What follows belongs to an exercise in optimizing a design on an open flow for small area, a short achievable clock period and few clock cycles; a production flow would make more cautious choices. Only simulation tests tie the RTL to the original design; equivalence was not proved. Power is estimated from default activity; no workload was simulated.

==> inputs of run F <==
## bkc
module bkc #(
    parameter N_IN   = 64,
    parameter N_OUT  = 128,
    parameter N_BITS = 16
) (
    input  wire        clk,
    input  wire        rst,
    input  wire        bus_valid,
    input  wire        bus_write,
    input  wire [17:0] bus_addr,
    input  wire [31:0] bus_wdata,
    output reg         bus_ack,
    output reg         bus_err,
    output reg  [31:0] bus_rdata
);
export LEC_CHECK = 0
export CAP_MARGIN = 20
export CORE_MARGIN = 2
export CORE_UTILIZATION = 40
export PLACE_DENSITY = 0.6
export SETUP_SLACK_MARGIN = 1.5
export SLEW_MARGIN = 20
create_clock -name core_clock -period 8.0 [get_ports {clk}]
run.sh (not shown) runs the stock make flow with config.mk's settings and CLKGATE_MAP_FILE= SYNTH_SCRIPT=/design/flow/synth_recipe.tcl, a recipe that flattens the netlist after the stock synthesis.
==> run Z (differences from run F) <==
--- a/flow/design.v
+++ b/flow/design.v
@@ -194,15 +194,15 @@
             x5 = fa_f(x1[1], x2[1], x3[1]);   
             x6 = {x5[0] & x4[1], x5[0] ^ x4[1]};
             pc8_f = {x5[1] & x6[1], x5[1] ^ x6[1], x6[0], x4[0]};
         end
     endfunction
     reg [31:0] a_tc;           
     reg [31:0] a_lc;           
-    reg        a_pbad, a_plen;
+    reg        a_pbad, a_plen, a_m1big;
     always @(posedge clk) begin
         for (k = 0; k < 8; k = k + 1) begin
             a_tc[4*k +: 4] <= pc8_f(tstart[8*k +: 8]);
             a_lc[4*k +: 4] <= pc8_f(longe_i[8*k +: 8] & inr[8*k +: 8]);
         end
         a_pbad <= parse_bad;
         a_plen <= parse_len;
@@ -225,14 +225,21 @@
             p7 = s03 + s46;
             p8 = s03 + s47;
             pre8_f = {p8, p7, p6, p5, 1'b0, s03, 1'b0, s02, 2'b0, s01, 3'b0, c[3:0]};
         end
     endfunction
     wire [55:0] tpre = pre8_f(a_tc);    
     wire [55:0] lpre = pre8_f(a_lc);
+    reg  [31:0] lcnow;
+    always @(*)
+        for (k = 0; k < 8; k = k + 1)
+            lcnow[4*k +: 4] = pc8_f(longe_i[8*k +: 8] & inr[8*k +: 8]);
+    wire [55:0] lnow = pre8_f(lcnow);
+    always @(posedge clk)
+        a_m1big <= ({ilen[6:0], 1'b0} + {1'b0, lnow[49 +: 7]}) > 8'd129;
     wire        m_one = (mindig == 4'd1);
     wire        rend  = op_rendb || op_rends;
     wire        long0 = |data[7:4];
     wire [4:0]  base  = (op_nyb) ? 5'd2 :
                         (op_den || op_parse) ? 5'd0 :
                         (m_one ? 5'd1 : {1'b0, mindig}) + {4'd0, sep};
     wire [63:0] flg   = op_den   ? pairs :
@@ -242,15 +249,22 @@
     wire [7:0]  b1 = {3'd0, base};
     wire [7:0]  b2 = {2'd0, base, 1'b0};
     wire [7:0]  b3 = b1 + b2;
     wire [7:0]  b4 = {1'd0, base, 2'b0};
     wire [7:0]  b5 = b1 + b4;
     wire [7:0]  b6 = {b3[6:0], 1'b0};
     wire [7:0]  b7 = {base, 3'b0} - b1;
-    wire [10:0] nb = n_el * base;                    
+    wire [4:0]  w_op   = bus_wdata[4:0];
+    wire [3:0]  w_md   = (bus_wdata[11:8] == 4'd0) ? 4'd2 : bus_wdata[11:8];
+    wire [4:0]  w_base = (w_op == 5'h0C) ? 5'd2 :
+                         (w_op == 5'h0D || w_op == 5'h10) ? 5'd0 :
+                         ((w_md == 4'd1) ? 5'd1 : {1'b0, w_md}) + {4'd0, bus_wdata[13]};
+    wire [6:0]  w_n    = (w_op == 5'h11) ? 7'd1 : ilen[6:0];
+    reg  [10:0] nb;
+    always @(posedge clk) nb <= w_n * w_base;
     wire [55:0] gb = {b7, b6, b5, b4, b3, b2, b1};   
     wire [63:8] gpn;
     generate
         for (p = 1; p < 8; p = p + 1) begin : g_gpn
             wire       full = n_hi_gt[p-1];          
             wire [7:0] a = full ? {gb[8*(p-1) +: 5], 3'b000} : nb[7:0];
             wire [6:0] f = op_parse ? tpre[7*(p-1) +: 7] :
@@ -274,16 +288,15 @@
             5'h15: rthr = 7'd21;  5'h16: rthr = 7'd18;  5'h17: rthr = 7'd16;
             5'h18: rthr = 7'd14;  5'h19: rthr = 7'd12;  5'h1A: rthr = 7'd11;
             5'h1B: rthr = 7'd10;  5'h1C: rthr = 7'd9;   5'h1D: rthr = 7'd9;
             5'h1E: rthr = 7'd8;   5'h1F: rthr = 7'd8;
             default: rthr = 7'd127;
         endcase
     end
-    wire [7:0] rl1  = {ilen[6:0], 1'b0} + {1'b0, lpre[49 +: 7]};
-    wire rends_big  = m_one ? (sep && (rl1 > 8'd129)) : (ilen[6:0] > rthr);
+    wire rends_big  = m_one ? (sep && a_m1big) : (ilen[6:0] > rthr);
     wire ilen_big = (ilen > 16'd64);
     reg  [2:0] fault_code;
     always @(*) begin
         fault_code = 3'd0;
         if (!legal_cmd)                                              fault_code = F_ILL;
         else if ((op_bit && f1[3]) || (op_repl && (f1[3] || f2[3]))) fault_code = F_POS;
         else if (op_repl && (f1 > f2))                               fault_code = F_RANGE;
@@ -370,23 +383,42 @@
                 endcase
             end
             pend <= wr_cmd && !faulted_n;
             if (wr_cmd && !faulted_n) cmd <= bus_wdata;
         end
     end
     wire [6:0] j = bus_addr[8:2];
+    function ge8_f(input [7:0] a, input [7:0] b);
+        reg [7:0] g, e;
+        reg [3:0] g2, e2;
+        reg [1:0] g4, e4;
+        integer t;
+        begin
+            g = a & ~b;
+            e = ~(a ^ b);
+            for (t = 0; t < 4; t = t + 1) begin
+                g2[t] = g[2*t+1] | (e[2*t+1] & g[2*t]);
+                e2[t] = e[2*t+1] & e[2*t];
+            end
+            for (t = 0; t < 2; t = t + 1) begin
+                g4[t] = g2[2*t+1] | (e2[2*t+1] & g2[2*t]);
+                e4[t] = e2[2*t+1] & e2[2*t];
+            end
+            ge8_f = g4[1] | (e4[1] & g4[0]) | (e4[1] & e4[0]);
+        end
+    endfunction
     wire [71:0] dg;            
     wire [8:0]  geg;           
     assign dg[8:0] = {2'b00, j};
     assign geg[0] = 1'b1;
     assign geg[8] = 1'b0;
     generate
         for (p = 1; p < 8; p = p + 1) begin : g_dg
             assign dg[9*p +: 9] = {2'b00, j} - {1'b0, gp[8*p +: 8]};
-            assign geg[p] = !dg[9*p + 8];
+            assign geg[p] = ge8_f({1'b0, j}, gp[8*p +: 8]);
         end
     endgenerate
     wire [7:0] ohg = geg[7:0] & ~geg[8:1];
     reg  [7:0]  rr;            
     reg  [7:0]  lf;            
     reg  [71:0] win;           
     always @(*) begin
@@ -419,58 +451,85 @@
     endgenerate
     reg [20:0] pcs;
     always @(*) begin
         pcs = 21'd0;
         for (k = 0; k < 8; k = k + 1)
             pcs = pcs | ({21{ohg[k]}} & pcg[k]);
     end
-    wire [71:0] ui;            
     wire [8:0]  gei;
-    assign ui[8:0] = {1'b0, rr};
+    wire [7:0]  d0;            
+    wire [23:0] kind;          
     assign gei[0] = 1'b1;
     assign gei[8] = 1'b0;
     generate
-        for (p = 1; p < 8; p = p + 1) begin : g_ui
-            wire [7:0] q = ib[8*(p-1) +: 8] + {5'd0, pcs[3*(p-1) +: 3]};
-            assign ui[9*p +: 9] = {1'b0, rr} - {1'b0, q};
-            assign gei[p] = !ui[9*p + 8];
+        for (p = 0; p < 8; p = p + 1) begin : g_i
+            wire [7:0] q  = (p == 0) ? 8'd0 : ib[8*(p-1) +: 8] + {5'd0, pcs[3*(p-1) +: 3]};
+            if (p > 0) begin : gi
+                assign gei[p] = ge8_f(rr, q);
+            end
+            wire [3:0] d  = rr[3:0] - q[3:0];
+            wire [3:0] rl = (mm == 4'd1) ? (lf[p] ? 4'd2 : 4'd1) : mm;
+            assign d0[p] = d[0];
+            assign kind[3*p +: 3] = {d == rl, {1'b0, d} + 5'd2 < {1'b0, rl}, {1'b0, d} + 5'd2 == {1'b0, rl}};
         end
     endgenerate
     wire [7:0] ohi = gei[7:0] & ~gei[8:1];
+    reg [71:0] r_win;
+    reg [7:0]  r_ohi, r_d0;
+    reg [23:0] r_kind;
+    reg        r_obuf;
+    always @(posedge clk) begin
+        r_win  <= win;
+        r_ohi  <= ohi;
+        r_d0   <= d0;
+        r_kind <= kind;
+        r_obuf <= is_obuf;
+    end
     function [3:0] hexval_f(input [7:0] c);
-        hexval_f = c[6] ? {1'b1, c[2:0] + 3'd1} : c[3:0];
+        case ({c[6], c[2:0]})
+            4'b1001: hexval_f = 4'd10;
+            4'b1010: hexval_f = 4'd11;
+            4'b1011: hexval_f = 4'd12;
+            4'b1100: hexval_f = 4'd13;
+            4'b1101: hexval_f = 4'd14;
+            4'b1110: hexval_f = 4'd15;
+            default: hexval_f = c[3:0];
+        endcase
     endfunction
     function [7:0] hexchr_f(input [3:0] v, input l);
-        hexchr_f = (v[3] && (v[2] || v[1])) ? {2'b01, l, 2'b00, v[2:0] - 3'd1}
-                                            : {4'h3, v};
+        case (v)
+            4'd10:   hexchr_f = {2'b01, l, 5'd1};
+            4'd11:   hexchr_f = {2'b01, l, 5'd2};
+            4'd12:   hexchr_f = {2'b01, l, 5'd3};
+            4'd13:   hexchr_f = {2'b01, l, 5'd4};
+            4'd14:   hexchr_f = {2'b01, l, 5'd5};
+            4'd15:   hexchr_f = {2'b01, l, 5'd6};
+            default: hexchr_f = {4'h3, v};
+        endcase
     endfunction
-    reg  [3:0] dd;
     reg  [7:0] ea, eb;
-    reg        k_sp, k_zero, k_hi;
+    reg        dd0, k_sp, k_zero, k_hi;
     always @(*) begin
-        dd = 4'd0; ea = 8'd0; eb = 8'd0;
-        k_sp = 1'b0; k_zero = 1'b0; k_hi = 1'b0;
-        for (k = 0; k < 8; k = k + 1) begin : cand
-            reg [3:0] d, rl;
-            d  = ui[9*k +: 4];
-            rl = (mm == 4'd1) ? (lf[k] ? 4'd2 : 4'd1) : mm;
-            dd     = dd     | ({4{ohi[k]}} & d);
-            ea     = ea     | ({8{ohi[k]}} & win[8*k +: 8]);
-            eb     = eb     | ({8{ohi[k]}} & win[8*k + 8 +: 8]);
-            k_sp   = k_sp   | (ohi[k] && (d == rl));
-            k_zero = k_zero | (ohi[k] && ({1'b0, d} + 5'd2 < {1'b0, rl}));
-            k_hi   = k_hi   | (ohi[k] && ({1'b0, d} + 5'd2 == {1'b0, rl}));
+        ea = 8'd0; eb = 8'd0; dd0 = 1'b0; k_sp = 1'b0; k_zero = 1'b0; k_hi = 1'b0;
+        for (k = 0; k < 8; k = k + 1) begin
+            ea     = ea     | ({8{r_ohi[k]}} & r_win[8*k +: 8]);
+            eb     = eb     | ({8{r_ohi[k]}} & r_win[8*k + 8 +: 8]);
+            dd0    = dd0    | (r_ohi[k] & r_d0[k]);
+            k_sp   = k_sp   | (r_ohi[k] & r_kind[3*k + 2]);
+            k_zero = k_zero | (r_ohi[k] & r_kind[3*k + 1]);
+            k_hi   = k_hi   | (r_ohi[k] & r_kind[3*k]);
         end
     end
-    wire [3:0] rnyb = k_hi ? ea[7:4] : ea[3:0];
-    wire [7:0] rch  = k_sp ? 8'h20 : k_zero ? 8'h30 : hexchr_f(rnyb, mlc);
+    wire [7:0] ch_hi = hexchr_f(ea[7:4], mlc);
+    wire [7:0] ch_lo = hexchr_f(ea[3:0], mlc);
+    wire [7:0] rch   = k_sp ? 8'h20 : k_zero ? 8'h30 : k_hi ? ch_hi : ch_lo;
     reg [7:0] ob;
     always @(*) begin
         case (mmode)
-            M_NYB:   ob = {4'd0, (dd[0] ^ mord) ? ea[7:4] : ea[3:0]};
+            M_NYB:   ob = {4'd0, (dd0 ^ mord) ? ea[7:4] : ea[3:0]};
             M_DEN:   ob = mord ? {ea[3:0], eb[3:0]} : {eb[3:0], ea[3:0]};
             M_PARSE: ob = {hexval_f(ea), hexval_f(eb)};
             default: ob = rch;
         endcase
     end
     reg [31:0] rd_val;
     always @(*) begin
@@ -489,22 +548,24 @@
                 4'd10: rd_val = N_BITS;
                 default: rd_val = 32'd0;
             endcase
         end else if (is_bseq) begin
             rd_val = {31'd0, bseq[bus_addr[5:2]]};
         end else if (is_ibuf) begin
             rd_val = {24'd0, ibuf[8*bus_addr[7:2] +: 8]};
-        end else if (is_obuf) begin
-            rd_val = {24'd0, ob};
         end
     end
+    reg [31:0] r_rd;
     always @(posedge clk) begin
         if (rst) begin
             bus_ack <= 1'b0;
             bus_err <= 1'b0;
         end else begin
             bus_ack <= bus_valid;
             bus_err <= bus_valid && !legal;
         end
-        bus_rdata <= rd_val;
+        r_rd <= rd_val;
+    end
+    always @(*) begin
+        bus_rdata = r_obuf ? {24'd0, ob} : r_rd;
     end
 endmodule
--- a/flow/config.mk
+++ b/flow/config.mk
@@ -5,9 +5,9 @@
 export SDC_FILE = /design/flow/constraint.sdc
 export NUM_CORES = 4
 export LEC_CHECK = 0
 export CAP_MARGIN = 20
 export CORE_MARGIN = 2
 export CORE_UTILIZATION = 40
 export PLACE_DENSITY = 0.6
-export SETUP_SLACK_MARGIN = 1.5
+export SETUP_SLACK_MARGIN = 2
 export SLEW_MARGIN = 20
==> comparison table <==
| item | run Z | run F |
|---|---|---|
| Routed wire length | 472 mm | 491 mm |
| Tapcell count | 2958 | 2821 |
| P per Cell Area | 165 nW/µm² | 166 nW/µm² |
| Number of sinks handled by clock tree synthesis | 1485 | 1366 |
| Status | timing/DRC/antenna clean | timing/DRC/antenna clean |
| Post-CTS Setup Repair Bufs | 89 | 112 |
| Kind of start point of the critical path | flip-flop | input port |
| Setup slack after placement | 0.816 ns | -0.567 ns |
| Multi-input logic area | 45300 µm² | 44300 µm² |
| Source of the critical timing path | ilen[5] | bus_addr[2] |
| Via total after detailed routing | 76400 | 78200 |
| Register area share after synthesis | 0.468 | 0.461 |
| Count of sequential standard cells | 1485 | 1366 |
| Via count of the first global-routing pass | 70700 | 71800 |
| Number of diodes added for antenna fixing | 36 | 37 |
| Post-synth design cell area | 88600 µm² | 84900 µm² |
| Antenna violations before repair | 71 | 90 |
| Filler cell count | 20300 | 18900 |
| Initial drt markers | 13100 | 13900 |
| Fraction of the mapped netlist area in compound gates | 0.165 | 0.165 |
| Length in cells of the worst reg-to-reg path | 23 | 34 |
| Post-route fraction of the period consumed by the critical path | 0.780 | 0.939 |
| Period minus WS final | 6.24 ns | 7.51 ns |
| Required time reported for the critical path endpoint | 8.76 ns | 8.74 ns |
| Placed wire-length estimate after detailed placement | 368 mm | 384 mm |
| Total CTS buffers | 167 | 154 |
| Wirelength per Cell | 40.8 µm | 42.3 µm |
Testbench counts of run F, summed over its fixed seeds: cycles 6,400.
Testbench counts of run Z, summed over its fixed seeds: cycles 6,400.

## port drivers added, routing unchanged
How much do the figures lean on ideal ports? The routed layouts below were timed once more, with nothing changed but the port constraints. Step 1, drivers: a clkbuf_16 drives clk and a buf_2 each remaining input, both assumed. Step 2 times the ports against the registers' clock, not the clock port: input delays grow and output delays shrink by t, the midpoint of the rising clock arrivals with the driver on. Three values: ideal, step 1, step 2; two values: the first two.
| run | shift t [ns] | setup slack, ns | hold slack, ns | worst setup path after step 2 | worst data-port slew with drivers (ns) |
|---|---|---|---|---|---|
| run F | 0.954 | 0.488 / 0.515 / -0.423 | 0.465 / 0.465 / 0.465 | input to register | 0.08 |
| run Z | 0.940 | 1.762 / 1.762 / 1.174 | 0.454 / 0.454 / 0.454 | input to register | 0.40 |
With both steps, setup timing fails in run F, where it was met with ideal ports. The setup slack of run F, which loses most, moves by +0.027 ns with the drivers and by -0.911 ns with both steps.
